Source: an optimization exercise on an open RTL-to-GDS flow (aim: small area). Production flows keep margins and buffers that such runs may drop.
In this exercise RTL edits were held to simulation tests only and were not proved equivalent to the original.
Power is estimated from default activity; no workload was simulated.

**flow/flow/run.sh**
```bash
#!/bin/bash
# Layout flow: the standard ORFS flow (standard.sh) with three changes, all
# aimed at cell area (the timing at 20 ns has a wide margin):
#  - synthesis maps the logic with an area-oriented ABC script (flow/area.abc)
#    instead of ORFS's speed script; everything else in the synthesis is the
#    standard one (synth_recipe.tcl), so the registers are the same;
#  - port buffers are sky130_fd_sc_hd__buf_1 instead of ORFS's default pick;
#  - the clock tree uses clkbuf cells of one size with larger sink clusters and
#    no dummy loads.
# Each tool's output is in standard.log and in orfs/logs/.
set -euo pipefail
work=$(pwd)

# synthesis script: the standard one, with the ABC script swapped
cat > "$work/synth_area.tcl" <<EOT
proc abc {args} {
  set i [lsearch -exact \$args -script]
  if {\$i >= 0} { set args [lreplace \$args [expr {\$i + 1}] [expr {\$i + 1}] $work/flow/area.abc] }
  yosys abc {*}\$args
}
source $work/synth_recipe.tcl
EOT
sed "s#$work/synth_recipe.tcl#$work/synth_area.tcl#" standard.sh > standard_area.sh
grep -q "synth_area.tcl" standard_area.sh

export BUFFER_PORTS_ARGS="-buffer_cell sky130_fd_sc_hd__buf_1"
export CTS_ARGS="-sink_clustering_enable -repair_clock_nets -dont_use_dummy_load -buf_list sky130_fd_sc_hd__clkbuf_8 -sink_clustering_size 15 -sink_clustering_max_diameter 75"
bash standard_area.sh > standard.log 2>&1
```
**flow/flow/area.abc**
```
strash
&get -n
&deepsyn -T 60
&put
balance
rewrite
refactor
balance
rewrite
rewrite -z
balance
refactor -z
rewrite -z
balance
dch -f
amap
```
**flow/standard.sh**
```bash
#!/bin/bash
# synth_recipe.tcl (not shown) runs the flow's synth.tcl, then flattens the netlist and writes it again
# the make line also repeats each setting of config.mk as NAME=value (left out here)
make -C /OpenROAD-flow-scripts/flow DESIGN_CONFIG=/design/flow/config.mk WORK_HOME=/design/flow/orfs CLKGATE_MAP_FILE= SYNTH_SCRIPT=/design/flow/synth_recipe.tcl "${@:-finish}"
```
**flow/config.mk**
```make
export PLATFORM = sky130hd
export DESIGN_NAME = gpcodec
export DESIGN_NICKNAME = gpcodec
export VERILOG_FILES = /design/flow/design.v
export SDC_FILE = /design/flow/constraint.sdc
export NUM_CORES = 4
export LEC_CHECK = 0
export CAP_MARGIN = 20
export CORE_MARGIN = 2
export CORE_UTILIZATION = 60
export PLACE_DENSITY = 0.75
export SLEW_MARGIN = 20
```
**flow/constraint.sdc**
```tcl
create_clock -name core_clock -period 20.0 [get_ports {clk}]
set_input_delay 4.0000 -clock core_clock [delete_from_list [all_inputs] [get_ports {clk}]]
set_output_delay 4.0000 -clock core_clock [all_outputs]
set_load 0.01 [all_outputs]
```
**flow/design.v**
```verilog
module gpc_round2 (
    input  wire       clk,
    input  wire       run,         
    input  wire [7:0] f,           
    input  wire       go,          
    input  wire       sgn,         
    input  wire [7:0] expo,        
    output wire [4:0] mi,          
    input  wire       mbit,        
    output wire       shift,       
    output wire       out          
);
    wire [7:0] ip = f + ~expo;
    wire in_m = run && (ip[7:5] == 3'b101) && !(ip[4] && ip[3]);
    assign mi = ip[4:0];
    wire mb = in_m && ((ip[4:0] == 5'd23) || mbit);      
    reg       d1, d2, d3, d4;
    reg [1:0] cy;
    wire [2:0] sum = {2'b00, mb} + {2'b00, d3} + {2'b00, d4} + {1'b0, cy};
    wire       p   = sum[0];
    wire       clr = (f[7:4] == 4'd0);
    always @(posedge clk) begin
        d1 <= mb;
        d2 <= d1;
        d3 <= d2;
        d4 <= d3;
        cy <= clr ? 2'd0 : sum[2:1];
    end
    reg  pp, st, rc, sn;
    wire first = (f == 8'd53);
    wire up    = pp && (st || p);             
    wire rce   = first ? up : rc;
    wire mag   = p ^ rce;
    wire sne   = first ? 1'b0 : sn;
    always @(posedge clk) begin
        pp <= p;
        st <= clr ? 1'b0 : (st | pp);
        rc <= p & rce;
        sn <= sne | mag;
    end
    assign shift = run && (f >= 8'd53) && (f < 8'd189);
    assign out   = go && (mag ^ (sgn && sne));
endmodule
module gpcodec #(
    parameter integer CLK_KHZ = 1         
) (
    input  wire         clk,
    input  wire         rst,              
    input  wire         start,
    input  wire [7:0]   op_in,
    input  wire [1:0]   narg_in,
    input  wire [31:0]  a0_in,
    input  wire [31:0]  a1_in,
    input  wire [31:0]  a2_in,
    input  wire [4:0]   rx_sel,
    output wire         busy,
    output wire         done,
    output wire         fail,
    output wire         rvalid,
    output wire [2:0]   rkind,
    output wire [3:0]   fcode,
    output wire [31:0]  cmd,
    output wire [7:0]   rx_byte,
    output wire [5:0]   rxlen,
    output wire [7:0]   r_byte,
    output wire [15:0]  r_u16,
    output wire [8:0]   r_acc_x,
    output wire [8:0]   r_acc_y,
    output wire [8:0]   r_acc_z,
    output wire [31:0]  r_tbits,
    output wire [31:0]  r_hbits,
    output wire [135:0] r_tc100,
    output wire         r_tc100_valid,
    output wire [135:0] r_hc100,
    output wire         r_hc100_valid,
    output wire         req_valid,
    output wire [1:0]   req_kind,
    output wire [6:0]   req_addr,
    input  wire         rsp_valid,
    input  wire         rsp_last,
    input  wire         rsp_fault,
    input  wire [7:0]   rsp_data
);
    localparam [2:0] IDLE = 3'b000, DONE = 3'b001, ENGINE = 3'b010,
                     WRITING = 3'b100, SETTLE = 3'b101, AWAIT_BYTE = 3'b110,
                     AWAIT_BLOCK = 3'b111;
    localparam [2:0] K_NONE = 3'd0, K_DIGITAL = 3'd1, K_ANALOG = 3'd2, K_DISTANCE = 3'd3,
                     K_ACCEL = 3'd4, K_CLOCK = 3'd5, K_TEMP_HUM = 3'd6, K_LEDMASK = 3'd7;
    localparam [2:0] F_NONE = 3'd0, F_ILLEGAL_OP = 3'd1, F_WRITE = 3'd2, F_RDBYTE = 3'd3,
                     F_RDBLOCK = 3'd4, F_SHORT = 3'd5;
    localparam integer DLY_W0 = $clog2(600 * CLK_KHZ + 1);
    localparam integer CNT_W  = (DLY_W0 > 10) ? DLY_W0 : 10;
    localparam [7:0] OP_DREAD = 8'd1, OP_DWRITE = 8'd2, OP_AREAD = 8'd3, OP_AWRITE = 8'd4,
                     OP_PINMODE = 8'd5, OP_USREAD = 8'd7, OP_ACCREAD = 8'd20,
                     OP_CLKREAD = 8'd30, OP_DHTREAD = 8'd40, OP_LB_INIT = 8'd50,
                     OP_LB_ORIENT = 8'd51, OP_LB_LEVEL = 8'd52, OP_LB_SETONE = 8'd53,
                     OP_LB_TOGGLE = 8'd54, OP_LB_SETALL = 8'd55, OP_LB_GETALL = 8'd56;
    function automatic is_legal(input [7:0] op);
        case (op)
            OP_DREAD, OP_DWRITE, OP_AREAD, OP_AWRITE, OP_PINMODE, OP_USREAD, OP_ACCREAD,
            OP_CLKREAD, OP_DHTREAD, OP_LB_INIT, OP_LB_ORIENT, OP_LB_LEVEL, OP_LB_SETONE,
            OP_LB_TOGGLE, OP_LB_SETALL, OP_LB_GETALL: is_legal = 1'b1;
            default: is_legal = 1'b0;
        endcase
    endfunction
    function automatic is_read(input [7:0] op);
        case (op)
            OP_DREAD, OP_AREAD, OP_USREAD, OP_ACCREAD, OP_CLKREAD, OP_DHTREAD,
            OP_LB_GETALL: is_read = 1'b1;
            default: is_read = 1'b0;
        endcase
    endfunction
    function automatic [2:0] kind_of(input [7:0] op);
        case (op)
            OP_DREAD:     kind_of = K_DIGITAL;
            OP_AREAD:     kind_of = K_ANALOG;
            OP_USREAD:    kind_of = K_DISTANCE;
            OP_ACCREAD:   kind_of = K_ACCEL;
            OP_CLKREAD:   kind_of = K_CLOCK;
            OP_DHTREAD:   kind_of = K_TEMP_HUM;
            OP_LB_GETALL: kind_of = K_LEDMASK;
            default:      kind_of = K_NONE;
        endcase
    endfunction
    function automatic [9:0] delay_ms(input [7:0] op);
        case (op)
            OP_DREAD, OP_ACCREAD, OP_CLKREAD: delay_ms = 10'd100;
            OP_USREAD, OP_LB_GETALL:          delay_ms = 10'd200;
            OP_DHTREAD:                       delay_ms = 10'd600;
            default:                          delay_ms = 10'd0;
        endcase
    endfunction
    function automatic [5:0] min_len(input [7:0] op);
        case (op)
            OP_AREAD, OP_USREAD, OP_LB_GETALL: min_len = 6'd3;
            OP_ACCREAD:                        min_len = 6'd4;
            OP_DHTREAD:                        min_len = 6'd9;
            default:                           min_len = 6'd1;
        endcase
    endfunction
    function automatic [8:0] sb(input [7:0] v);
        sb = (v <= 8'd32) ? {1'b0, v} : (9'd224 - {1'b0, v});
    endfunction
    reg [2:0]       phase;
    reg [2:0]       fc;               
    reg [31:0]      cmd_r;
    reg [CNT_W-1:0] cnt;              
    reg [5:0]       len;
    reg [7:0]       rxn [0:31];       
    wire [7:0]      rx [0:31];
    reg [271:0]     counts;           
    wire [7:0] op = cmd_r[31:24];
    assign busy      = phase[2] || (phase == ENGINE);
    assign done      = (phase == DONE);
    assign fail      = done && (fc != F_NONE);
    assign rvalid    = done && (fc == F_NONE);
    assign fcode     = {1'b0, fc};
    assign cmd       = cmd_r;
    assign req_valid = phase[2] && (phase != SETTLE);
    assign req_kind  = req_valid ? {phase[1], phase[0] | ~phase[1]} : 2'd0;
    assign req_addr  = 7'h04;
    wire accept   = start && !busy;
    wire rsp_end  = rsp_valid && rsp_last;
    wire rsp_beat = rsp_valid && !rsp_last && (phase == AWAIT_BLOCK);
    wire short    = (len < min_len(op));
    wire [7:0] enc_p0 = (narg_in > 2'd0) ? a0_in[7:0] : 8'd0;
    wire [7:0] enc_p1 = (narg_in > 2'd1) ? a1_in[7:0] : 8'd0;
    wire [7:0] enc_p2 = (op_in == OP_LB_SETALL) ? ((narg_in > 2'd1) ? a1_in[15:8] : 8'd0)
                                                : ((narg_in > 2'd2) ? a2_in[7:0]  : 8'd0);
    wire [CNT_W-1:0] settle_end = delay_ms(op) * CLK_KHZ;
    always @(posedge clk) begin
        if (accept || rsp_end)
            cnt <= (phase == AWAIT_BLOCK) ? {{(CNT_W-5){1'b0}}, len[4:0]} : {CNT_W{1'b0}};
        else
            cnt <= cnt + 1'b1;
        if (rst) begin
            phase <= IDLE;
        end else begin
            case (phase)
                IDLE, DONE: begin
                    if (accept) begin
                        cmd_r <= {op_in, enc_p0, enc_p1, enc_p2};
                        len   <= 6'd0;
                        if (is_legal(op_in)) begin
                            phase <= WRITING;
                            fc    <= F_NONE;
                        end else begin
                            phase <= ENGINE;
                            fc    <= F_ILLEGAL_OP;
                        end
                    end
                end
                WRITING: begin
                    if (rsp_end) begin
                        if (rsp_fault) begin
                            phase <= ENGINE;
                            fc    <= F_WRITE;
                        end else if (is_read(op)) begin
                            phase <= SETTLE;
                        end else begin
                            phase <= ENGINE;
                        end
                    end
                end
                SETTLE: begin
                    if (cnt == settle_end)
                        phase <= AWAIT_BYTE;
                end
                AWAIT_BYTE: begin
                    if (rsp_end) begin
                        if (rsp_fault) begin
                            phase <= ENGINE;
                            fc    <= F_RDBYTE;
                        end else if (op == OP_DREAD) begin
                            phase <= ENGINE;
                        end else begin
                            phase <= AWAIT_BLOCK;
                        end
                    end
                end
                AWAIT_BLOCK: begin
                    if (rsp_beat && !len[5])
                        len <= len + 1'b1;
                    if (rsp_end) begin
                        phase <= ENGINE;
                        if (rsp_fault) begin
                            fc  <= F_RDBLOCK;
                            len <= 6'd0;
                        end else if (short) begin
                            fc  <= F_SHORT;
                            len <= 6'd0;
                        end
                    end
                end
                ENGINE: begin
                    if (cnt[9:8] == 2'b10 && cnt[7:0] == 8'hFF)
                        phase <= DONE;
                end
                default: phase <= IDLE;
            endcase
        end
    end
    wire wr_byte  = (phase == AWAIT_BYTE) && rsp_end;
    wire rot      = (phase == ENGINE) &&
                    (((cnt[9:5] == 5'd0) && (cnt[4:0] != 5'd0) && (len[4:0] != 5'd0)) ||
                     ((cnt[9:8] == 2'b10) && (cnt[7:2] == 6'd0)) ||
                     ((cnt[9:8] == 2'b10) && (cnt[7:5] == 3'b111) && (cnt[4:2] != 3'b111)));
    wire rx_shift = (rsp_beat && !len[5]) || wr_byte || rot;
    integer i;
    genvar k;
    generate
        for (k = 0; k < 32; k = k + 1) begin : g_rx
            assign rx[k] = ~rxn[k];
        end
    endgenerate
    always @(posedge clk) begin
        if (rx_shift) begin
            for (i = 0; i < 31; i = i + 1)
                rxn[i] <= rxn[i + 1];
            rxn[31] <= rot ? rxn[0] : ~rsp_data;
        end
    end
    wire       engine = (phase == ENGINE);
    wire       run    = engine && (cnt[9] ^ cnt[8]);
    wire       dht_ok = (op == OP_DHTREAD) && (fc == F_NONE);
    wire       f_sgn  = rx[4][7];                 
    wire [7:0] f_exp  = {rx[4][6:0], rx[3][7]};
    wire       f_go   = dht_ok && (f_exp != 8'hFF) && (f_exp >= 8'd119);
    wire [4:0] mi;
    wire       shift, cbit;
    wire [4:0] rd_sel = engine ? {3'b000, mi[4:3] + 2'd1} : rx_sel;
    wire [7:0] rd_byte = rx[rd_sel];
    gpc_round2 u_round (
        .clk(clk), .run(run), .f(cnt[7:0]), .go(f_go), .sgn(f_sgn), .expo(f_exp),
        .mi(mi), .mbit(rd_byte[mi[2:0]]), .shift(shift), .out(cbit)
    );
    always @(posedge clk)
        if (shift)
            counts <= {cbit, counts[271:1]};
    wire [2:0] kind = rvalid ? kind_of(op) : K_NONE;
    wire k_u16 = (kind == K_ANALOG) || (kind == K_DISTANCE);
    wire k_led = (kind == K_LEDMASK);
    wire k_acc = (kind == K_ACCEL);
    wire k_th  = (kind == K_TEMP_HUM);
    wire [31:0] t_bits = {rx[4], rx[3], rx[2], rx[1]};
    wire [31:0] h_bits = {rx[8], rx[7], rx[6], rx[5]};
    assign rkind         = kind;
    assign rxlen         = len;
    assign rx_byte       = ({1'b0, rx_sel} < len) ? rd_byte : 8'd0;
    assign r_byte        = (kind == K_DIGITAL) ? rx[31] : 8'd0;
    assign r_u16         = k_u16 ? {rx[1], rx[2]} : k_led ? {rx[2], rx[1]} : 16'd0;
    assign r_acc_x       = k_acc ? sb(rx[1]) : 9'd0;
    assign r_acc_y       = k_acc ? sb(rx[2]) : 9'd0;
    assign r_acc_z       = k_acc ? sb(rx[3]) : 9'd0;
    assign r_tbits       = k_th ? t_bits : 32'd0;
    assign r_hbits       = k_th ? h_bits : 32'd0;
    assign r_tc100       = counts[135:0];
    assign r_hc100       = counts[271:136];
    assign r_tc100_valid = k_th && (t_bits[30:23] != 8'hFF);
    assign r_hc100_valid = k_th && (h_bits[30:23] != 8'hFF);
endmodule
```
==> flow_summary.json, run 1 <==
{
  "outcome": "no timing/DRC/antenna violations",
  "worstHoldStart": "u_round.d2",
  "cts_buffers": 45,
  "p_leak_nw": 7.03,
  "grt_max_degree": 185,
  "hold_ws_ps": 325,
  "synth_fa_ha_area_share_pct": 1.75,
  "cts_htree_levels": 2,
  "final_area_um2": 25300,
  "yosys.area_share.simple_pct": 8.07,
  "critPathArrivalTime_ps": 7400,
  "core.rowCount": 70,
  "busiest_layer": "met2",
  "finalWirelength_um": 62200,
  "synth-main-ff-cell": "edfxtp_1",
  "synth-async-reset-ratio_pct": 0,
  "finish.utilization_pct": 69.5,
  "fin_crit_ps": 11400,
  "synth_top_family_by_area": "compound AO/OA/AOI/OAI gates",
  "yosysMostFrequentCell": "edfxtp_1",
  "cp_max_fo": 12,
  "clockBufferDepth": 3,
  "num_vias": 15300,
  "grt_use_met2_pct": 50.2,
  "rrSetupSlack_ps": 12640,
  "synth-seq-cells": 592,
  "synthMuxAreaShare_pct": 0,
  "netlist_instances": 1401,
  "startpoint_type": "input pin",
  "drive_gt1_share_pct": 3.06,
  "holdBufCountCts": 0,
  "clock_sinks": 592,
  "drtIter0Drc": 1894,
  "clk_latency_ps": 660,
  "hp-class": "reg2reg",
  "ys_types": 42,
  "worst_pin_slew_ps": 1270,
  "die_h_um": 196,
  "area_delta_synth_final_pct": 14.6,
  "maxSlewHeadroom_pct": 15.1,
  "timing.rr.end": "counts[271]",
  "post-cts-setup-buffer-count": 0,
  "cts_tree": "yes",
  "yosys.area.top_type": "edfxtp_1",
  "max_freq_mhz": 87.7,
  "worst_setup_path_end_kind": "primary output",
  "ys_seq_area_share_pct": 79.6,
  "ys_top_cells_by_area": "edfxtp_1, o22ai_1, nor2_1",
  "yosys-top-cells-count": "edfxtp_1, nor2_1, o22ai_1, clkinv_1, nand2_1",
  "synth-xor-area-share_pct": 0,
  "power_mw": 2.17,
  "die_area_um2": 38300,
  "worstPathRequired_ps": 16000,
  "dp_hpwl_um": 44300,
  "design.core.area_um2": 36300,
  "fill_cells": 2475,
  "nets": 2119,
  "drv_cap": 0,
  "grt_util_met1_pct": 44.1,
  "synth_compound_area_share_pct": 8.65,
  "ir_drop_v": 0.0000497,
  "grt_pass1_wl_um": 89300,
  "cts_resized": 0,
  "die_w_um": 196,
  "period_share_pct": 57.0,
  "portBuffers": 508,
  "antenna_found_initial": 0,
  "ioPinCount": 581,
  "report.final.slew_viol_count": 0,
  "crit_start": "rx_sel[1]",
  "clk_pin_slew_ps": 90,
  "vias_per_cell": 6.29,
  "dr.pass1.iters": 8,
  "synth_warnings": 3,
  "drc": 0,
  "pwr_density_cell_nw_per_um2": 85.8,
  "syn_avg_cell_area_um2": 15.7,
  "holdPathStages": 0,
  "reg2reg_from": "rxn[3][7]",
  "synth_top_area_share_pct": 77.5,
  "setup_viol": 0,
  "fin_setup_tns_ps": 0,
  "worst_clock_skew_ps": 57.7,
  "dpl_cell_area_um2": 24600,
  "cts-root-buf": "clkbuf_8",
  "finalHoldViolCount": 0,
  "worstSetupPathType": "in2out",
  "n_antenna_cell": 0,
  "wl_per_cell_um": 25.6,
  "met3_usage_pct": 7.22,
  "synth_area_um2": 22000,
  "gr-usage-all-layers_pct": 31.7,
  "reg2regPathDepth": 22,
  "holdPathEnd": "u_round.d3",
  "drtAntennaViolNets": 0,
  "gp_congestion": 0.954,
  "start_util_pct": 60.6,
  "synth_edf_count": 569,
  "rsz0062_at_grt": "no",
  "overflow": 0,
  "first_global_vias": 14200
}
[per-layer routing]
metal	vias up	routed length (um)
met5	-	0
met4	0	2290
met3	158	7660
met2	1134	29000
met1	7455	23300
li1	6547	-
[state kept, by name, summed over array words and instances (netlist names), 2 cells and up]
signal	count
cmd_r	32
cnt	10
counts	272
fc	3
len	6
phase	3
rxn	256
u_round.cy	2
[power by group]
group	switching, mW	leakage, nW	internal, mW
Combinational	0.102	2.10	0.0415
Sequential	0.0455	4.61	1.41
Clock	0.363	0.324	0.202
Total	0.511	7.03	1.66
[cells by family after synthesis]
family / Yosys count
compound gates: 288
fa+ha+maj: 29
buf+inv: 102
flops: 592
other cells: 2
simple gates: 388
[layout by cell type (no fill, tap or decap), drive strengths merged, types with 6 or more instances in the layout]
master / Yosys / final
edfxtp: 569 / 569
buf: 8 / 519
nor2: 194 / 194
o22ai: 132 / 132
clkinv: 94 / 94
nand2: 52 / 52
clkbuf: 0 / 45
o21ai: 33 / 33
nor4: 31 / 31
a21oi: 29 / 29
nor3: 28 / 28
ha: 26 / 26
dfxtp: 23 / 23
or2: 21 / 21
nor2b: 21 / 21
a211oi: 20 / 20
or3: 19 / 19
o21a: 13 / 13
o221ai: 10 / 10
o22a: 9 / 9
nand3: 9 / 9
conb: 2 / 8
o32ai: 7 / 7
o2111ai: 6 / 6
a2111oi: 6 / 6
[worst max-delay path by stage]
stage	endpoint
CTS	rx_byte[6]
floorplan	counts[0]
finish	rx_byte[6]
detailed placement	rx_byte[6]
global route	rx_byte[6]
global placement	rx_byte[6]
[area by class of cell]
| class | count | area (um^2) | share of cell area, % |
|---|---|---|---|
| timing repair buffer | 519 | 2020 | 8.00 |
| sequential | 592 | 17500 | 69.5 |
| clock buffer | 45 | 619 | 2.45 |
| inverter | 94 | 353 | 1.40 |
| multi-input combinational | 713 | 4140 | 16.4 |
| tap | 468 | 586 | 2.32 |
[worst max-delay path, stage by stage]
cell	delay, ps
buf_1	410
clkinv_1	350
nand4_1	250
or2_0	680
o22ai_1	150
nor4_1	470
o2111ai_1	230
a222oi_1	550
nor2_1	130
buf_1	160
[through the flow]
step / setup WS (ps) / instances
floorplan: 3290 / 1407
global placement: 8900 / 2385
detailed placement: 8780 / 2385
CTS: 8780 / 2430
global route: 8490 / 2431
finish: 8600 / 2431
==> inputs of run 2 (changes only) <==
--- a/flow/config.mk
+++ b/flow/config.mk
@@ -9,4 +9,4 @@
 export CORE_MARGIN = 2
-export CORE_UTILIZATION = 60
-export PLACE_DENSITY = 0.75
+export CORE_UTILIZATION = 65
+export PLACE_DENSITY = 0.8
 export SLEW_MARGIN = 20
==> run 2 against run 1 <==
Critical path type unchanged. Worst hold slack improved by 9.1 ps. Combinational power about the same. Still clean. Global-route usage increased by 1.8 points. Sequential power about the same. First-iteration DRC count decreased by 0.26%. Synthesized area unchanged. Wire length decreased by 2.6%. Final area decreased by 0.20%. Non-clock buffer count decreased by 2. Clock skew decreased by 34 ps. Sequential share of layout area increased by 0.14 points. Flip-flop and latch count unchanged.
==> flow_summary.json, run 2 <==
{
  "grt_max_degree": 196,
  "synth_edf_count": 569,
  "worst_clock_skew_ps": 23.2,
  "cts_tree": "yes",
  "finish.utilization_pct": 75.4,
  "dp_hpwl_um": 43400,
  "yosys-top-cells-count": "edfxtp_1, nor2_1, o22ai_1, clkinv_1, nand2_1",
  "ys_types": 42,
  "wl_met1_um": 22400,
  "final_cell_mix": "edfxtp_1, buf_1, nor2_1",
  "netlist_instances": 1401,
  "cts_htree_levels": 2,
  "top_register": "counts",
  "dr.pass1.iters": 6,
  "ys_top_cells_by_area": "edfxtp_1, o22ai_1, nor2_1",
  "instances_no_fill": 2411,
  "startpoint_type": "input pin",
  "clk_pin_slew_ps": 90,
  "fin_crit_ps": 11470,
  "cts_resized": 0,
  "synth-main-ff-cell": "edfxtp_1",
  "wl_per_cell_um": 25.1,
  "vias_per_cell": 6.31,
  "reg_top3": "counts: 272 flops, rxn: 256 flops, cmd_r: 32 flops",
  "period_share_pct": 57.4,
  "worstPathRequired_ps": 16000,
  "fin_setup_tns_ps": 0,
  "cts-root-buf": "clkbuf_8",
  "synth-seq-cells": 592,
  "maxSlewHeadroom_pct": 23.7,
  "syn_avg_cell_area_um2": 15.7,
  "hp-class": "reg2reg",
  "yosys.area.top_type": "edfxtp_1",
  "wl_met2_um": 28200,
  "area_delta_synth_final_pct": 14.4,
  "clk_latency_ps": 640,
  "dpl_cell_area_um2": 24600,
  "outcome": "no timing/DRC/antenna violations",
  "critPathArrivalTime_ps": 7470,
  "layout_commonest_cell": "edfxtp_1",
  "dp.cells": 2364,
  "drc": 0,
  "worst_setup_path_end_kind": "primary output",
  "gp_congestion": 0.949,
  "hold_ws_ps": 334,
  "pwr_density_cell_nw_per_um2": 85.9,
  "cts_buffers": 45,
  "max_freq_mhz": 87.2,
  "fill_cells": 2118,
  "met3_wirelength_um": 6990,
  "cp_max_fo": 13,
  "synth_warnings": 3,
  "finalWirelength_um": 60600,
  "p_leak_nw": 7.01,
  "synth_top_area_share_pct": 77.5,
  "die_area_um2": 35400,
  "synth_area_um2": 22000,
  "design.core.area_um2": 33400,
  "antenna_found_initial": 4,
  "grt_pass1_wl_um": 87300,
  "start_util_pct": 65.9,
  "rsz0062_at_grt": "no",
  "ys_seq_area_share_pct": 79.6,
  "clock_sinks": 592,
  "drv_cap": 0,
  "overflow": 0,
  "die_w_um": 188,
  "worstSetupPathType": "in2out",
  "nets": 2117,
  "final_area_um2": 25200,
  "drtAntennaViolNets": 0,
  "largest_reg_flops": 272,
  "drtIter0Drc": 1889,
  "finalHoldViolCount": 0,
  "ir_drop_v": 0.0000570,
  "gr-usage-all-layers_pct": 33.6,
  "num_vias": 15200,
  "yosysMostFrequentCell": "edfxtp_1",
  "post-cts-setup-buffer-count": 0,
  "setup_viol": 0,
  "holdBufCountCts": 0,
  "drive_gt1_share_pct": 3.01,
  "core.rowCount": 67,
  "first_global_vias": 14000,
  "worst_pin_slew_ps": 1140,
  "die_h_um": 188,
  "highest_layer": "met4",
  "synth-async-reset-ratio_pct": 0,
  "ioPinCount": 581,
  "clockBufferDepth": 3,
  "rrSetupSlack_ps": 12450,
  "report.final.slew_viol_count": 0,
  "portBuffers": 508
}
run 2: cell counts after synthesis:
No cell type changed its count.
run 2: area by class of cell:
| cell class | count | area (um^2) | share of cell area [%] |
|---|---|---|---|
| antenna | 2 | 5.00 | 0.0199 |
| clock buffer | 45 | 619 | 2.46 |
| inverter | 94 | 353 | 1.40 |
| multi-input combinational | 713 | 4140 | 16.4 |
| sequential | 592 | 17500 | 69.6 |
| tap | 448 | 561 | 2.22 |
| timing repair buffer | 517 | 1990 | 7.88 |
run 2: cell families after synthesis:
group | Yosys count | synth area share [%]
compound gates | 288 | 8.65
other cells | 2 | 0.0341
simple gates | 388 | 8.07
flops | 592 | 79.6
fa+ha+maj | 29 | 1.75
buf+inv | 102 | 1.87
run 2: path summary, 6_finish.rpt:
| path | start | end | depth (start not counted) |
|---|---|---|---|
| min | u_round.d1 | u_round.d2 | 0 |
| max reg2reg | rxn[3][7] | counts[271] | 24 |
| min reg2reg | u_round.d1 | u_round.d2 | 0 |
| max | rx_sel[4] | rx_byte[7] | 13 |
run 2: through the flow:
step | worst slack (ps) | total power [mW]
after floorplan | 3290 | 1.58
after global placement | 8760 | 1.61
after detailed placement | 8750 | 1.62
after CTS | 8710 | 2.16
after global routing | 8400 | 2.23
final | 8530 | 2.17
run 2: worst max-delay path, stage by stage:
cell and delay (ps):
buf_1 280, clkinv_1 140, nand2_1 210, or3_1 480
nor2_1 80, o22ai_1 870, clkinv_1 380, nor3_1 200
o21ai_0 110, o22ai_1 200, o21ai_0 170, nor2b_1 170
buf_1 160
run 2: where the power goes:
part / leakage (nW) / total, mW / internal (mW) / switching, mW
clock: 0.324 / 0.568 / 0.202 / 0.365
sequential: 4.61 / 1.46 / 1.41 / 0.0447
combinational: 2.08 / 0.141 / 0.0401 / 0.101
run 2: layer usage:
layer,track usage [%],vias up
met2,53.4,1109
met3,7.77,185
met1,45.2,7374
met5,0,-
li1,-,6548
met4,14.5,0
==> inputs of run 3 (changes only) <==
--- a/flow/flow/run.sh
+++ b/flow/flow/run.sh
@@ -26,3 +26,3 @@
 export BUFFER_PORTS_ARGS="-buffer_cell sky130_fd_sc_hd__buf_1"
-export CTS_ARGS="-sink_clustering_enable -repair_clock_nets -dont_use_dummy_load -buf_list sky130_fd_sc_hd__clkbuf_8 -sink_clustering_size 15 -sink_clustering_max_diameter 75"
+export CTS_ARGS="-sink_clustering_enable -repair_clock_nets -dont_use_dummy_load -buf_list sky130_fd_sc_hd__clkbuf_8 -sink_clustering_size 16 -sink_clustering_max_diameter 80"
 bash standard_area.sh > standard.log 2>&1
==> run 3 against run 2 <==
First-iteration DRC count fell by 2.4%. Critical path depth did not move. Core utilization is 0.13 points lower. Flip-flop and latch count is the same. Global-route usage fell by 0.42 points. Non-clock buffer count unchanged. Critical path type unchanged. Critical endpoint unchanged. Largest power group unchanged.
==> flow_summary.json, run 3 <==
{
  "p_seq_share_pct": 67.9,
  "worstSetupPathType": "in2out",
  "worst_pin_slew_ps": 1080,
  "synth-main-ff-cell": "edfxtp_1",
  "p_clk_share_pct": 25.5,
  "reg_top3": "counts: 272 flops, rxn: 256 flops, cmd_r: 32 flops",
  "wl_per_cell_um": 24.9,
  "dp_hpwl_um": 43400,
  "p_leak_nw": 6.99,
  "gr-usage-all-layers_pct": 33.1,
  "dpl_cell_area_um2": 24600,
  "rrSetupSlack_ps": 12510,
  "p_sw_uw": 502,
  "ioPinCount": 581,
  "ff_latch_area_um2": 17500,
  "drive_gt1_share_pct": 2.86,
  "cts-root-buf": "clkbuf_8",
  "multi_input_area_um2": 4140,
  "setup_viol": 0,
  "gp_congestion": 0.949,
  "clk_latency_ps": 640,
  "ys_top_cells_by_area": "edfxtp_1, o22ai_1, nor2_1",
  "rsz0062_at_grt": "no",
  "cts_resized": 0,
  "finalHoldViolCount": 0,
  "portBuffers": 508,
  "clk_pin_slew_ps": 90,
  "core.rowCount": 67,
  "synth_warnings": 3,
  "ys_seq_area_share_pct": 79.6,
  "layout_commonest_cell": "edfxtp_1",
  "netlist_instances": 1401,
  "hp-class": "reg2reg",
  "synth_top_area_share_pct": 77.5,
  "synth-async-reset-ratio_pct": 0,
  "finish.utilization_pct": 75.2,
  "grt_pass1_wl_um": 86700,
  "vias_per_cell": 6.26,
  "startpoint_type": "input pin",
  "start_util_pct": 65.9,
  "die_w_um": 188,
  "top_register": "counts",
  "period_share_pct": 57.1,
  "ir_drop_v": 0.0000571,
  "clock_sinks": 592,
  "fill_cells": 2126,
  "power.internal_mw": 1.64,
  "worst_setup_path_end_kind": "primary output",
  "antenna_found_initial": 3,
  "holdBufCountCts": 0,
  "cp_max_fo": 13,
  "synth-seq-cells": 592,
  "report.final.slew_viol_count": 0,
  "fin_setup_tns_ps": 0,
  "die_h_um": 188,
  "max_freq_mhz": 87.6,
  "design.core.area_um2": 33400,
  "grt_max_degree": 196,
  "yosysMostFrequentCell": "edfxtp_1",
  "power_frac_comb_pct": 6.6,
  "worstPathRequired_ps": 16000,
  "cts_tree": "yes",
  "drtAntennaViolNets": 0,
  "overflow": 0,
  "outcome": "no timing/DRC/antenna violations",
  "final_area_um2": 25200,
  "area_delta_synth_final_pct": 14.2,
  "synth_area_um2": 22000,
  "first_global_vias": 14000,
  "syn_avg_cell_area_um2": 15.7,
  "yosys-top-cells-count": "edfxtp_1, nor2_1, o22ai_1, clkinv_1, nand2_1",
  "dr.pass1.iters": 6,
  "nets": 2114,
  "ys_types": 42,
  "critPathArrivalTime_ps": 7420,
  "drv_cap": 0,
  "final_cell_mix": "edfxtp_1, buf_1, nor2_1",
  "drc": 0,
  "cts_htree_levels": 2,
  "num_vias": 15100,
  "finalWirelength_um": 59900,
  "drtIter0Drc": 1844,
  "synth_edf_count": 569,
  "post-cts-setup-buffer-count": 0,
  "die_area_um2": 35400,
  "largest_reg_flops": 272,
  "clockBufferDepth": 3,
  "worst_clock_skew_ps": 52.0,
  "pwr_density_cell_nw_per_um2": 85.2,
  "fin_crit_ps": 11420,
  "cts_buffers": 42,
  "yosys.area.top_type": "edfxtp_1",
  "switching_share_pct": 23.4,
  "maxSlewHeadroom_pct": 27.7
}
[run 3: cell counts after synthesis]
No cell type changed its count.
[run 3: path summary, 6_finish.rpt]
check                              endpoint       start  cells after the start
worst min-delay path             u_round.d2  u_round.d1                      0
worst min register to register   u_round.d2  u_round.d1                      0
worst max-delay path             rx_byte[7]   rx_sel[4]                     13
worst max register to register  counts[271]   rxn[3][7]                     24
[run 3: per-stage QoR]
step | power (mW) | std cells | setup slack, ps | hold slack, ps
after floorplan | 1.58 | 1407 | 3290 | 310
after global placement | 1.61 | 2364 | 8760 | 312
after detailed placement | 1.62 | 2364 | 8750 | 314
after CTS | 2.14 | 2406 | 8720 | 337
after global routing | 2.20 | 2406 | 8410 | 342
final | 2.14 | 2407 | 8580 | 335
[run 3: power by group through the flow]
| stage | combinational (mW) | clock [mW] | sequential (mW) |
|---|---|---|---|
| detailed placement | 0.137 | 0 | 1.48 |
| finish | 0.141 | 0.547 | 1.46 |
| floorplan | 0.0867 | 0 | 1.49 |
| global placement | 0.134 | 0 | 1.48 |
| CTS | 0.137 | 0.550 | 1.45 |
| global route | 0.152 | 0.589 | 1.46 |
[run 3: cell type report]
type / count / area share, %
flip-flops and latches: 592 / 69.7
multi-input cells: 713 / 16.5
repair buffers: 517 / 7.89
clock buffers: 42 / 2.30
well taps: 448 / 2.23
inverters: 94 / 1.40
diodes: 1 / 0.00994
[run 3: cells by family after synthesis]
logic type | after synthesis | share of synthesized area [%]
AO/OA/AOI/OAI | 288 | 8.65
adder cells (fa/ha/maj) | 29 | 1.75
buffers and inverters | 102 | 1.87
flip-flops | 592 | 79.6
other | 2 | 0.0341
AND/OR/NAND/NOR | 388 | 8.07
[run 3: metal layers]
| layer | global-route usage [%] | vias up | part of all wire, % |
|---|---|---|---|
| li1 | - | 6530 | - |
| met1 | 44.5 | 7238 | 37 |
| met2 | 53.3 | 1113 | 47 |
| met3 | 7.19 | 179 | 12 |
| met4 | 14.0 | 0 | 4.5 |
| met5 | 0 | - | 0 |
[run 3: worst max-delay path: stages]
cell and delay, ps:
buf_1 290, clkinv_1 140, nand2_1 210, or3_1 480
nor2_1 80, o22ai_1 830, clkinv_1 370, nor3_1 200
o21ai_0 110, o22ai_1 200, o21ai_0 180, nor2b_1 180
buf_1 160
==> inputs of run 4 (changes only) <==
--- a/flow/config.mk
+++ b/flow/config.mk
@@ -9,4 +9,4 @@
 export CORE_MARGIN = 2
-export CORE_UTILIZATION = 65
-export PLACE_DENSITY = 0.8
+export CORE_UTILIZATION = 60
+export PLACE_DENSITY = 0.75
 export SLEW_MARGIN = 20
==> run 4 against run 3 <==
Synthesized cell count stayed put. Still clean. Critical endpoint is now rx_byte[6]. Cell count up 0.91%. Via count increased by 0.48%. Largest power group unchanged.
==> flow_summary.json, run 4 <==
{
  "area_delta_synth_final_pct": 14.5,
  "synth_fa_ha_area_share_pct": 1.75,
  "finish.utilization_pct": 69.4,
  "top_register": "counts",
  "ir_drop_v": 0.0000542,
  "reg_top3": "counts: 272 flops, rxn: 256 flops, cmd_r: 32 flops",
  "synth-async-reset-ratio_pct": 0,
  "cts_tree": "yes",
  "die_h_um": 196,
  "p_leak_nw": 7.01,
  "dp_hpwl_um": 44300,
  "report.final.slew_viol_count": 0,
  "cp_max_fo": 12,
  "rrSetupSlack_ps": 12640,
  "layout_commonest_cell": "edfxtp_1",
  "drc": 0,
  "cts_htree_levels": 2,
  "yosys-top-cells-count": "edfxtp_1, nor2_1, o22ai_1, clkinv_1, nand2_1",
  "cts_buffers": 43,
  "worst_pin_slew_ps": 1220,
  "outcome": "no timing/DRC/antenna violations",
  "synth-main-ff-cell": "edfxtp_1",
  "netlist_instances": 1401,
  "die_area_um2": 38300,
  "fin_setup_tns_ps": 0,
  "drv_cap": 0,
  "gr-usage-all-layers_pct": 31.5,
  "wl_per_cell_um": 25.4,
  "yosysMostFrequentCell": "edfxtp_1",
  "yosys.area.top_type": "edfxtp_1",
  "reg2regPathDepth": 22,
  "fin_crit_ps": 11400,
  "n_antenna_cell": 0,
  "synth_top_area_share_pct": 77.5,
  "overflow": 0,
  "drtAntennaViolNets": 0,
  "worstSetupPathType": "in2out",
  "setup_viol": 0,
  "crit_end": "rx_byte[6]",
  "hp-class": "reg2reg",
  "design.core.area_um2": 36300,
  "clk_pin_slew_ps": 100,
  "synth_edf_count": 569,
  "hold_ws_ps": 338,
  "holdPathStages": 0,
  "grt_pass1_wl_um": 88800,
  "crit_start": "rx_sel[1]",
  "worst_clock_skew_ps": 57.1,
  "synth_area_um2": 22000,
  "vias_per_cell": 6.23,
  "ioPinCount": 581,
  "ys_top_cells_by_area": "edfxtp_1, o22ai_1, nor2_1",
  "period_share_pct": 57.0,
  "worst_setup_path_end_kind": "primary output",
  "cts-root-buf": "clkbuf_8",
  "syn_avg_cell_area_um2": 15.7,
  "timing.rr.end": "counts[271]",
  "clockBufferDepth": 3,
  "holdBufCountCts": 0,
  "rsz0062_at_grt": "no",
  "ys_types": 42,
  "critPathArrivalTime_ps": 7400,
  "synthMuxAreaShare_pct": 0,
  "synth_top_family_by_area": "compound AO/OA/AOI/OAI gates",
  "dr.pass1.iters": 5,
  "core.rowCount": 70,
  "max_freq_mhz": 87.7,
  "final_cell_mix": "edfxtp_1, buf_1, nor2_1",
  "clock_sinks": 592,
  "synth-seq-cells": 592,
  "synth_compound_area_share_pct": 8.65,
  "post-cts-setup-buffer-count": 0,
  "worstPathRequired_ps": 16000,
  "antenna_found_initial": 0,
  "pwr_density_cell_nw_per_um2": 85.3,
  "setup_slack_ps": 8600,
  "num_vias": 15100,
  "drtIter0Drc": 1707,
  "finalWirelength_um": 61800,
  "drive_gt1_share_pct": 2.96,
  "pre_cts_slack_ps": 8780,
  "portBuffers": 508,
  "synth_warnings": 3,
  "reg2reg_from": "rxn[3][7]",
  "finalHoldViolCount": 0,
  "start_util_pct": 60.6,
  "yosys.area_share.simple_pct": 8.07,
  "clk_latency_ps": 660,
  "maxSlewHeadroom_pct": 18.2,
  "nets": 2117,
  "cts_resized": 0,
  "largest_reg_flops": 272,
  "ys_seq_area_share_pct": 79.6,
  "die_w_um": 196,
  "startpoint_type": "input pin",
  "gp_congestion": 0.954,
  "synth-xor-area-share_pct": 0,
  "first_global_vias": 14200,
  "grt_max_degree": 185
}
==> run 4: through the flow <==
| step | area (um^2) | instances | total power, mW |
|---|---|---|---|
| 6_report | 25200 | 2429 | 2.15 |
| 5_1_grt | 25200 | 2429 | 2.22 |
| 4_1_cts | 25200 | 2428 | 2.16 |
| 3_5_place_dp | 24600 | 2385 | 1.62 |
| 3_3_place_gp | 24600 | 2385 | 1.61 |
| 2_1_floorplan | 22100 | 1407 | 1.58 |
==> run 4: layout make-up <==
class | count | area (um^2)
flip-flops and latches | 592 | 17500
fillers | 2490 | 11100
inverters | 94 | 353
repair buffers | 519 | 2020
clock buffers | 43 | 592
multi-input cells | 713 | 4140
well taps | 468 | 586
==> run 4: worst min path at each step <==
stage | startpoint | endpoint
floorplan | u_round.d1 | u_round.d2
global placement | u_round.d2 | u_round.d3
detailed placement | u_round.d2 | u_round.d3
CTS | u_round.d2 | u_round.d3
global route | u_round.d2 | u_round.d3
finish | u_round.d2 | u_round.d3
==> run 4: cells by family (layout without fill, tap and decap cells) <==
family,after synthesis,in the layout
DFF,592,592
other,2,8
AOI/OAI and AO/OA,288,288
and+or+nand+nor,388,388
adders and majority gates,29,29
buffers and inverters,102,656
==> run 4: critical path, cell delays in order <==
cell	delay, ps
buf_1	400
clkinv_1	360
nand4_1	260
or2_0	660
o22ai_1	140
nor4_1	470
o2111ai_1	240
a222oi_1	550
nor2_1	140
buf_1	160
==> run 4: layer usage <==
metal  share of wire, %  up-vias  wire (um)  global-route usage, %
met5                  0        -          0                      0
met4                3.7        0       2260                   11.7
met3                 12      155       7340                   7.94
met2                 47     1075      29000                   49.9
met1                 38     7370      23200                   43.0
li1                   -     6533          -                      -
==> run 4: report_power, final <==
part	switching, mW	internal, mW	total (mW)	leakage (nW)
combinational	0.102	0.0416	0.144	2.10
sequential	0.0451	1.41	1.46	4.61
clock	0.357	0.194	0.551	0.309
total	0.505	1.65	2.15	7.01
==> inputs of run 5 (changes only) <==
--- a/flow/config.mk
+++ b/flow/config.mk
@@ -9,4 +9,4 @@
 export CORE_MARGIN = 2
-export CORE_UTILIZATION = 60
-export PLACE_DENSITY = 0.75
+export CORE_UTILIZATION = 70
+export PLACE_DENSITY = 0.85
 export SLEW_MARGIN = 20
==> run 5 against run 4 <==
Maximum frequency increased by 0.35%. Register-to-register slack improved by 110 ps. Critical path type unchanged. Clock skew is 27 ps lower. Critical endpoint is now rx_byte[2]. Still clean on timing, DRC and antenna. Power shrank 0.71%.
==> flow_summary.json, run 5 <==
{
  "outcome": "no timing/DRC/antenna violations",
  "worstPathRequired_ps": 16000,
  "design.core.area_um2": 30800,
  "final_area_um2": 25100,
  "rsz0062_at_grt": "no",
  "top_register": "counts",
  "max_freq_mhz": 88.1,
  "netlist_instances": 1401,
  "synth_compound_area_share_pct": 8.65,
  "startpoint_type": "input pin",
  "grt_pass1_wl_um": 89100,
  "reg2reg_from": "rxn[3][7]",
  "reg_top3": "counts: 272 flops, rxn: 256 flops, cmd_r: 32 flops",
  "setup_viol": 0,
  "yosys.area_share.simple_pct": 8.07,
  "first_global_vias": 14600,
  "synth-main-ff-cell": "edfxtp_1",
  "critical-path-slowest-cell": "or2_0",
  "post-cts-setup-buffer-count": 0,
  "gp_congestion": 0.979,
  "path_delay_family": "simple AND/OR/NAND/NOR gates",
  "clock_sinks": 592,
  "core.rowCount": 64,
  "final_cell_mix": "edfxtp_1, buf_1, nor2_1",
  "clk_latency_ps": 580,
  "drv_cap": 0,
  "dp_hpwl_um": 44700,
  "ys_types": 42,
  "cts_htree_levels": 2,
  "synth_area_um2": 22000,
  "crit_top_cell": "buf_1",
  "synth-seq-cells": 592,
  "worstHoldStart": "u_round.d1",
  "critPathArrivalTime_ps": 7360,
  "fin_setup_tns_ps": 0,
  "cts_resized": 0,
  "ys_seq_area_share_pct": 79.6,
  "period_share_pct": 56.8,
  "ys_top_cells_by_area": "edfxtp_1, o22ai_1, nor2_1",
  "die_h_um": 181,
  "start_util_pct": 71.5,
  "largest_reg_flops": 272,
  "yosysMostFrequentCell": "edfxtp_1",
  "wl_per_cell_um": 26.1,
  "n_antenna_cell": 0,
  "drive_gt1_share_pct": 2.76,
  "clockBufferDepth": 3,
  "synth_top_area_share_pct": 77.5,
  "critPathBufInv": 3,
  "num_vias": 15300,
  "layout_commonest_cell": "edfxtp_1",
  "clk_pin_slew_ps": 100,
  "synth_top_family_by_area": "compound AO/OA/AOI/OAI gates",
  "dpl_cell_area_um2": 24500,
  "yosys.area.top_type": "edfxtp_1",
  "nets": 2113,
  "report.final.slew_viol_count": 0,
  "overflow": 0,
  "gr-usage-all-layers_pct": 36.5,
  "finalWirelength_um": 61300,
  "drtAntennaViolNets": 0,
  "holdBufCountCts": 0,
  "yosys-top-cells-count": "edfxtp_1, nor2_1, o22ai_1, clkinv_1, nand2_1",
  "finalHoldViolCount": 0,
  "drtIter0Drc": 1972,
  "syn_avg_cell_area_um2": 15.7,
  "worstSetupPathType": "in2out",
  "maxSlewHeadroom_pct": 25.5,
  "critical_path.max_stage_delay_ps": 620,
  "synthMuxAreaShare_pct": 0,
  "fill_cells": 1678,
  "cp_max_fo": 12,
  "synth-xor-area-share_pct": 0,
  "ff_latch_area_um2": 17500,
  "grt_max_degree": 188,
  "die_area_um2": 32900,
  "die_w_um": 181,
  "pwr_density_cell_nw_per_um2": 85.1,
  "ir_drop_v": 0.0000553,
  "worst_clock_skew_ps": 29.6,
  "antenna_found_initial": 1,
  "hold_ws_ps": 338,
  "synth_fa_ha_area_share_pct": 1.75,
  "ioPinCount": 581,
  "dr.pass1.iters": 8,
  "worstPathCellList": "buf_1 -> clkinv_1 -> nand4_1 -> or2_0 -> o22ai_1 -> nor4_1 -> o211ai_1 -> o21ai_0 -> o221ai_1 -> nor2b_1 -> buf_1",
  "worst_setup_path_end_kind": "primary output",
  "synth_edf_count": 569,
  "cts_buffers": 42,
  "vias_per_cell": 6.50,
  "crit_start": "rx_sel[1]",
  "cts_tree": "yes",
  "cts-root-buf": "clkbuf_8",
  "worst_pin_slew_ps": 1110,
  "portBuffers": 508,
  "area_delta_synth_final_pct": 13.9,
  "synth_warnings": 3,
  "fin_crit_ps": 11360,
  "multi_input_area_um2": 4140,
  "synth-async-reset-ratio_pct": 0,
  "p_leak_nw": 6.99,
  "drc": 0,
  "hp-class": "reg2reg"
}
## run 5: cell counts after synthesis
Identical to the previous run, type by type.
## run 5: cell families (layout without fill, tap and decap cells)
family	Yosys count	in the layout
compound gates	288	288
fa+ha+maj	29	29
simple gates	388	388
buf+inv	102	652
other cells	2	8
flops	592	592
## run 5: layout make-up
cell class,count,share of cell area (%)
clock buffers,42,2.30
multi-input cells,713,16.5
well taps,396,1.97
inverters,94,1.41
flip-flops and latches,592,69.9
repair buffers,516,7.94
## run 5: per-layer routing
layer	up-vias	part of all wire (%)	GRT usage, %
met2	1247	47	57.8
met4	0	4.7	15.6
met5	-	0	0
li1	6539	-	-
met1	7308	35	48.5
met3	208	13	10.3
## run 5: worst reg2reg max path, cell delays in order (launching register included)
cell and delay (ps):
edfxtp_1 640, ha_1 270, clkinv_1 90, fa_1 380
nor2_1 200, o21a_1 140, nor2_1 40, o21ai_0 500
ha_1 360, a31oi_1 840, o221ai_1 230, nand4b_1 330
a222oi_1 390, a32oi_1 150, o311ai_0 150, o21a_1 260
nor3_1 110, ha_1 320, fa_1 520, o21a_1 220
o22a_1 200, ha_1 300, a2111oi_0 400
## run 5: where the power goes
part / total [mW] / switching, mW / leakage [nW] / internal [mW]
sequential: 1.46 / 0.0459 / 4.61 / 1.41
combinational: 0.142 / 0.101 / 2.08 / 0.0404
clock: 0.537 / 0.348 / 0.302 / 0.189
## run 5: worst paths after layout
| path | to | depth (start not counted) | slack (ps) |
|---|---|---|---|
| worst max-delay path | rx_byte[2] | 11 | 8640 |
| worst max register to register | counts[271] | 22 | 12750 |
| worst min register to register | u_round.d2 | 0 | 340 |
| worst min-delay path | u_round.d2 | 0 | 340 |
## run 5: metrics by stage
| stage | util [%] | power [mW] | cells | setup WS [ps] |
|---|---|---|---|---|
| 3_3_place_gp | 79.5 | 1.61 | 2311 | 8950 |
| 2_1_floorplan | - | 1.58 | 1407 | 3290 |
| 3_5_place_dp | 79.5 | 1.62 | 2311 | 8860 |
| 5_1_grt | 81.4 | 2.19 | 2353 | 8470 |
| 4_1_cts | 81.4 | 2.13 | 2353 | 8820 |
| 6_report | 81.4 | 2.14 | 2353 | 8640 |
==> inputs of run 6 (changes only) <==
--- a/flow/config.mk
+++ b/flow/config.mk
@@ -9,4 +9,4 @@
 export CORE_MARGIN = 2
-export CORE_UTILIZATION = 70
-export PLACE_DENSITY = 0.85
+export CORE_UTILIZATION = 68
+export PLACE_DENSITY = 0.82
 export SLEW_MARGIN = 20
==> run 6 against run 5 <==
Still clean. Register-to-register slack worse by 210 ps. Maximum frequency down 0.95%. Count of clock-buffer cells in the layout stayed put. Via count down 0.72%. Clock power hardly changed. Wire length decreased by 1.3%. Combinational power is essentially flat. Power hardly changed. Global-route usage down 1.8 points. Worst setup slack got worse by 110 ps. Core utilization is 2.2 points lower. Worst hold slack gained 1.6 ps. Largest cell class unchanged. Largest power group unchanged. Highest routed layer unchanged.
==> flow_summary.json, run 6 <==
{
  "outcome": "no timing/DRC/antenna violations",
  "gp_congestion": 0.930,
  "p_leak_nw": 6.99,
  "synth_area_um2": 22000,
  "report.final.slew_viol_count": 0,
  "first_global_vias": 14100,
  "portBuffers": 508,
  "clock_sinks": 592,
  "worstPathRequired_ps": 16000,
  "drc": 0,
  "drive_gt1_share_pct": 2.86,
  "cp_max_fo": 12,
  "worst_clock_skew_ps": 33.0,
  "maxSlewHeadroom_pct": 20.5,
  "holdBufCountCts": 0,
  "startpoint_type": "input pin",
  "gr-usage-all-layers_pct": 34.7,
  "timing.rr.end": "counts[271]",
  "post-cts-setup-buffer-count": 0,
  "grt_max_degree": 175,
  "worstPathCellList": "buf_1 -> clkinv_1 -> nand4_1 -> or2_0 -> o22ai_1 -> nor4_1 -> o2111ai_1 -> a222oi_1 -> nor2_1 -> buf_1",
  "drv_cap": 0,
  "pwr_density_cell_nw_per_um2": 85.1,
  "cts_buffers": 42,
  "clk_latency_ps": 590,
  "cts_htree_levels": 2,
  "setup_viol": 0,
  "final_cell_mix": "edfxtp_1, buf_1, nor2_1",
  "fin_crit_ps": 11470,
  "vias_per_cell": 6.43,
  "worstHoldStart": "u_round.d2",
  "reg2reg_from": "rxn[3][7]",
  "ys_types": 42,
  "synth_warnings": 3,
  "cts_resized": 0,
  "ys_seq_area_share_pct": 79.6,
  "synth-seq-cells": 592,
  "ys_top_cells_by_area": "edfxtp_1, o22ai_1, nor2_1",
  "fin_setup_tns_ps": 0,
  "period_share_pct": 57.3,
  "nets": 2115,
  "rrSetupSlack_ps": 12540,
  "layout_commonest_cell": "edfxtp_1",
  "dp_hpwl_um": 44000,
  "pre_cts_slack_ps": 8740,
  "yosys.area.top_type": "edfxtp_1",
  "synth_top_area_share_pct": 77.5,
  "die_w_um": 184,
  "area_delta_synth_final_pct": 14.0,
  "netlist_instances": 1401,
  "rsz0062_at_grt": "no",
  "grt_pass1_wl_um": 86200,
  "crit_start": "rx_sel[1]",
  "die_area_um2": 33900,
  "yosysMostFrequentCell": "edfxtp_1",
  "critical_path.max_stage_delay_ps": 670,
  "die_h_um": 184,
  "cts-root-buf": "clkbuf_8",
  "critPathArrivalTime_ps": 7470,
  "num_vias": 15200,
  "core.rowCount": 65,
  "top_register": "counts",
  "synth-main-ff-cell": "edfxtp_1",
  "worst_setup_path_end_kind": "primary output",
  "reg2regPathDepth": 22,
  "drtAntennaViolNets": 0,
  "antenna_found_initial": 2,
  "ioPinCount": 581,
  "finalHoldViolCount": 0,
  "critical-path-slowest-cell": "or2_0",
  "dr.pass1.iters": 8,
  "setup_slack_ps": 8530,
  "synth_edf_count": 569,
  "hp-class": "reg2reg",
  "syn_avg_cell_area_um2": 15.7,
  "start_util_pct": 69.5,
  "ir_drop_v": 0.0000625,
  "worst_pin_slew_ps": 1190,
  "drtIter0Drc": 2136,
  "max_freq_mhz": 87.2,
  "clockBufferDepth": 3,
  "reg_top3": "counts: 272 flops, rxn: 256 flops, cmd_r: 32 flops",
  "crit_top_cell": "buf_1",
  "yosys-top-cells-count": "edfxtp_1, nor2_1, o22ai_1, clkinv_1, nand2_1",
  "worstSetupPathType": "in2out",
  "synth-async-reset-ratio_pct": 0,
  "wl_per_cell_um": 25.6,
  "clk_pin_slew_ps": 90,
  "overflow": 0,
  "largest_reg_flops": 272,
  "cts_tree": "yes",
  "design.core.area_um2": 31700,
  "finalWirelength_um": 60500,
  "crit_end": "rx_byte[4]"
}
-- run 6: cell counts after synthesis --
No cell type changed its count.
-- run 6: how the worst min path moves through the flow --
stage / end / slack [ps] / depth (start not counted)
6_report: u_round.d3 / 340 / 0
5_1_grt: u_round.d2 / 360 / 0
4_1_cts: u_round.d3 / 340 / 0
3_5_place_dp: u_round.d2 / 310 / 0
3_3_place_gp: u_round.d3 / 310 / 0
2_1_floorplan: u_round.d2 / 310 / 0
-- run 6: logic make-up (layout without fill, tap and decap cells) --
logic type               after synthesis  count (layout)  share of synthesized area (%)
other                                  2               9                         0.0341
AO/OA/AOI/OAI                        288             288                           8.65
buffers and inverters                102             654                           1.87
adder cells (fa/ha/maj)               29              29                           1.75
flip-flops                           592             592                           79.6
AND/OR/NAND/NOR                      388             388                           8.07
-- run 6: area by class of cell --
cell class	instances	area [um^2]
multi-input cells	713	4140
well taps	402	503
fillers	1850	6600
clock buffers	42	578
inverters	94	353
repair buffers	518	2000
diodes	1	2.50
flip-flops and latches	592	17500
-- run 6: metal layers --
metal / wire length [um] / GRT usage, % / up-vias
li1: - / - / 6543
met1: 21300 / 46.4 / 7279
met2: 28900 / 56.2 / 1196
met3: 7820 / 8.22 / 174
met4: 2510 / 13.4 / 0
met5: 0 / 0 / -
-- run 6: power breakdown --
part	leakage [nW]	internal [mW]	switching, mW
combinational	2.09	0.0405	0.102
sequential	4.61	1.41	0.0453
clock	0.302	0.190	0.348
-- run 6: critical path, delay by kind of cell --
family                 cells  cell delay [ps]
AND/OR/NAND/NOR            4             1500
buffers and inverters      3              950
AO/OA/AOI/OAI              3             1000
-- run 6: stage by stage --
step           cells  utilization [%]  power (mW)  hold WS (ps)  area [um^2]
4_1_cts         2361             79.2        2.14           341        25100
5_1_grt         2362             79.2        2.19           357        25100
3_5_place_dp    2319             77.4        1.62           315        24500
3_3_place_gp    2319             77.3        1.61           312        24500
6_report        2362             79.2        2.14           339        25100
2_1_floorplan   1407                -        1.58           310        22100
==> inputs of run 7 (changes only) <==
--- a/flow/flow/run.sh
+++ b/flow/flow/run.sh
@@ -26,3 +26,3 @@
 export BUFFER_PORTS_ARGS="-buffer_cell sky130_fd_sc_hd__buf_1"
-export CTS_ARGS="-sink_clustering_enable -repair_clock_nets -dont_use_dummy_load -buf_list sky130_fd_sc_hd__clkbuf_8 -sink_clustering_size 16 -sink_clustering_max_diameter 80"
+export CTS_ARGS="-sink_clustering_enable -repair_clock_nets -dont_use_dummy_load -buf_list sky130_fd_sc_hd__clkbuf_8 -sink_clustering_size 17 -sink_clustering_max_diameter 85"
 bash standard_area.sh > standard.log 2>&1
--- a/flow/config.mk
+++ b/flow/config.mk
@@ -9,4 +9,4 @@
 export CORE_MARGIN = 2
-export CORE_UTILIZATION = 68
-export PLACE_DENSITY = 0.82
+export CORE_UTILIZATION = 65
+export PLACE_DENSITY = 0.8
 export SLEW_MARGIN = 20
==> run 7 against run 6 <==
Worst hold slack lost 16 ps. Sequential share of layout area shrank 0.063 points. Register-to-register slack lost 40 ps. Via count shrank 0.64%. Global-route usage shrank 1.6 points. First-iteration DRC count shrank 15%.
==> flow_summary.json, run 7 <==
{
  "cts_buffers": 40,
  "synth-seq-cells": 592,
  "grt_pass1_wl_um": 86700,
  "clk_latency_ps": 610,
  "p_sw_uw": 495,
  "clockBufferDepth": 3,
  "synth_area_um2": 22000,
  "largest_reg_flops": 272,
  "startpoint_type": "input pin",
  "antenna_found_initial": 3,
  "fin_crit_ps": 11430,
  "p_leak_nw": 6.97,
  "vias_per_cell": 6.27,
  "worstSetupPathType": "in2out",
  "cts-root-buf": "clkbuf_8",
  "fin_setup_tns_ps": 0,
  "synth_top_area_share_pct": 77.5,
  "cts_tree": "yes",
  "wl_per_cell_um": 24.9,
  "period_share_pct": 57.2,
  "cp_max_fo": 13,
  "worst_clock_skew_ps": 44.0,
  "report.final.slew_viol_count": 0,
  "worstPathRequired_ps": 16000,
  "dpl_cell_area_um2": 24600,
  "grt_max_degree": 196,
  "clock_sinks": 592,
  "ys_types": 42,
  "yosys-top-cells-count": "edfxtp_1, nor2_1, o22ai_1, clkinv_1, nand2_1",
  "clk_pin_slew_ps": 110,
  "finish.utilization_pct": 75.2,
  "pwr_density_cell_nw_per_um2": 84.6,
  "critical_path.max_stage_delay_ps": 850,
  "synth_edf_count": 569,
  "final_cell_mix": "edfxtp_1, buf_1, nor2_1",
  "p_clk_share_pct": 25.0,
  "drive_gt1_share_pct": 2.76,
  "worst_pin_slew_ps": 1110,
  "post-cts-setup-buffer-count": 0,
  "rsz0062_at_grt": "no",
  "hp-class": "reg2reg",
  "worst_setup_path_end_kind": "primary output",
  "drtIter0Drc": 1825,
  "outcome": "no timing/DRC/antenna violations",
  "finalWirelength_um": 59900,
  "ys_seq_area_share_pct": 79.6,
  "final_area_um2": 25100,
  "reg_top3": "counts: 272 flops, rxn: 256 flops, cmd_r: 32 flops",
  "gp_congestion": 0.949,
  "ioPinCount": 581,
  "core.rowCount": 67,
  "top_register": "counts",
  "ys_top_cells_by_area": "edfxtp_1, o22ai_1, nor2_1",
  "area_delta_synth_final_pct": 14.1,
  "power_frac_comb_pct": 6.6,
  "holdBufCountCts": 0,
  "finalHoldViolCount": 0,
  "portBuffers": 508,
  "critical-path-slowest-cell": "o22ai_1",
  "dr.pass1.iters": 5,
  "synth-async-reset-ratio_pct": 0,
  "switching_share_pct": 23.2,
  "worstPathCellList": "buf_1 -> clkinv_1 -> nand2_1 -> or3_1 -> nor2_1 -> o22ai_1 -> clkinv_1 -> nor3_1 -> o21ai_0 -> o22ai_1 -> o21ai_0 -> nor2b_1 -> buf_1",
  "drtAntennaViolNets": 0,
  "syn_avg_cell_area_um2": 15.7,
  "yosysMostFrequentCell": "edfxtp_1",
  "ir_drop_v": 0.0000523,
  "netlist_instances": 1401,
  "dp_hpwl_um": 43400,
  "gr-usage-all-layers_pct": 33.1,
  "power.internal_mw": 1.63,
  "nets": 2112,
  "max_freq_mhz": 87.5,
  "p_seq_share_pct": 68.5,
  "layout_commonest_cell": "edfxtp_1",
  "die_w_um": 188,
  "synth-main-ff-cell": "edfxtp_1",
  "yosys.area.top_type": "edfxtp_1",
  "start_util_pct": 65.9,
  "num_vias": 15100,
  "first_global_vias": 14000,
  "design.core.area_um2": 33400,
  "drc": 0,
  "synth_warnings": 3,
  "die_area_um2": 35400,
  "maxSlewHeadroom_pct": 25.7,
  "critPathArrivalTime_ps": 7430,
  "die_h_um": 188,
  "cts_resized": 0,
  "setup_viol": 0,
  "drv_cap": 0,
  "overflow": 0,
  "cts_htree_levels": 2
}
run 7: cell counts after synthesis:
Identical to the previous run, type by type.
run 7: worst max-delay path: cells and delay by family:
| kind | cells | cell delay (ps) |
|---|---|---|
| buffers and inverters | 4 | 940 |
| AOI/OAI and AO/OA | 4 | 1320 |
| and+or+nand+nor | 5 | 1150 |
run 7: kinds of logic after synthesis:
kind of cell | Yosys count | share of synthesized area (%)
DFF | 592 | 79.6
and+or+nand+nor | 388 | 8.07
AOI/OAI and AO/OA | 288 | 8.65
buffers and inverters | 102 | 1.87
adders and majority gates | 29 | 1.75
other | 2 | 0.0341
run 7: layout make-up:
cell class	instances	area, um^2
sequential	592	17500
inverter	94	353
clock buffer	40	551
antenna	2	5.00
multi-input combinational	713	4140
fill	2115	8310
tap	448	561
timing repair buffer	517	1990
run 7: power by group through the flow:
stage	combinational (mW)	clock, mW	sequential, mW
2_1_floorplan	0.0867	0	1.49
5_1_grt	0.152	0.578	1.46
3_5_place_dp	0.137	0	1.48
6_report	0.140	0.531	1.46
3_3_place_gp	0.134	0	1.48
4_1_cts	0.137	0.538	1.45
run 7: through the flow:
stage                     setup slack, ps  power [mW]  cells  hold WS, ps
final                                8570        2.13   2406          323
after global routing                 8410        2.19   2404          325
after CTS                            8720        2.13   2404          328
after detailed placement             8750        1.62   2364          314
after global placement               8760        1.61   2364          312
after floorplan                      3290        1.58   1407          310
run 7: routing by layer:
metal	part of all wire, %	routed length (um)	up-vias	track usage (%)
met4	5.0	3010	0	15.1
met5	0	0	-	0
li1	-	-	6537	-
met1	37	22300	7261	45.1
met3	11	6750	181	6.81
met2	47	27900	1116	52.5
run 7: worst paths after layout:
path | from | to | slack, ps | cells past startpoint
hold reg to reg | u_round.d2 | u_round.d3 | 320 | 0
hold / removal | u_round.d2 | u_round.d3 | 320 | 0
setup reg to reg | rxn[3][7] | counts[271] | 12500 | 24
setup / recovery | rx_sel[4] | rx_byte[7] | 8570 | 13

-- re-timing with driven ports --
The flow's constraints put no driver on any port. The routed layouts listed below were extracted and timed again, unchanged, in two steps.
Step 1: set_driving_cell puts a clkbuf_16 on clk and a buf_2 on each other input, an assumption about the parent block.
Step 2 adds t to the input delays and takes it off the output delays; t is the mean of the earliest and latest rising clock arrival at the registers after step 1. Input paths then give back, and output paths get back, about the clock's delay inside the block.
a / b / c = ideal ports / drivers / drivers and shift; a / b = the first two.
run | t (ns) | setup slack, ns | worst hold slack (ns)
run 1 | 0.683 | 8.603 / 8.501 / 8.501 | 0.325 / 0.325 / 0.325
run 2 | 0.680 | 8.526 / 8.458 / 8.458 | 0.334 / 0.334 / 0.334
run 3 | 0.659 | 8.578 / 8.512 / 8.512 | 0.335 / 0.335 / 0.335
run 4 | 0.688 | 8.603 / 8.497 / 8.497 | 0.338 / 0.338 / 0.338
run 5 | 0.615 | 8.643 / 8.579 / 8.579 | 0.338 / 0.338 / 0.338
run 6 | 0.623 | 8.534 / 8.444 / 8.444 | 0.339 / 0.339 / 0.339
run 7 | 0.643 | 8.567 / 8.504 / 8.504 | 0.323 / 0.323 / 0.323
After both steps every run listed still meets setup and hold. The setup slack of run 4, which loses most, moves by -0.106 ns with the drivers and by -0.106 ns with both steps.
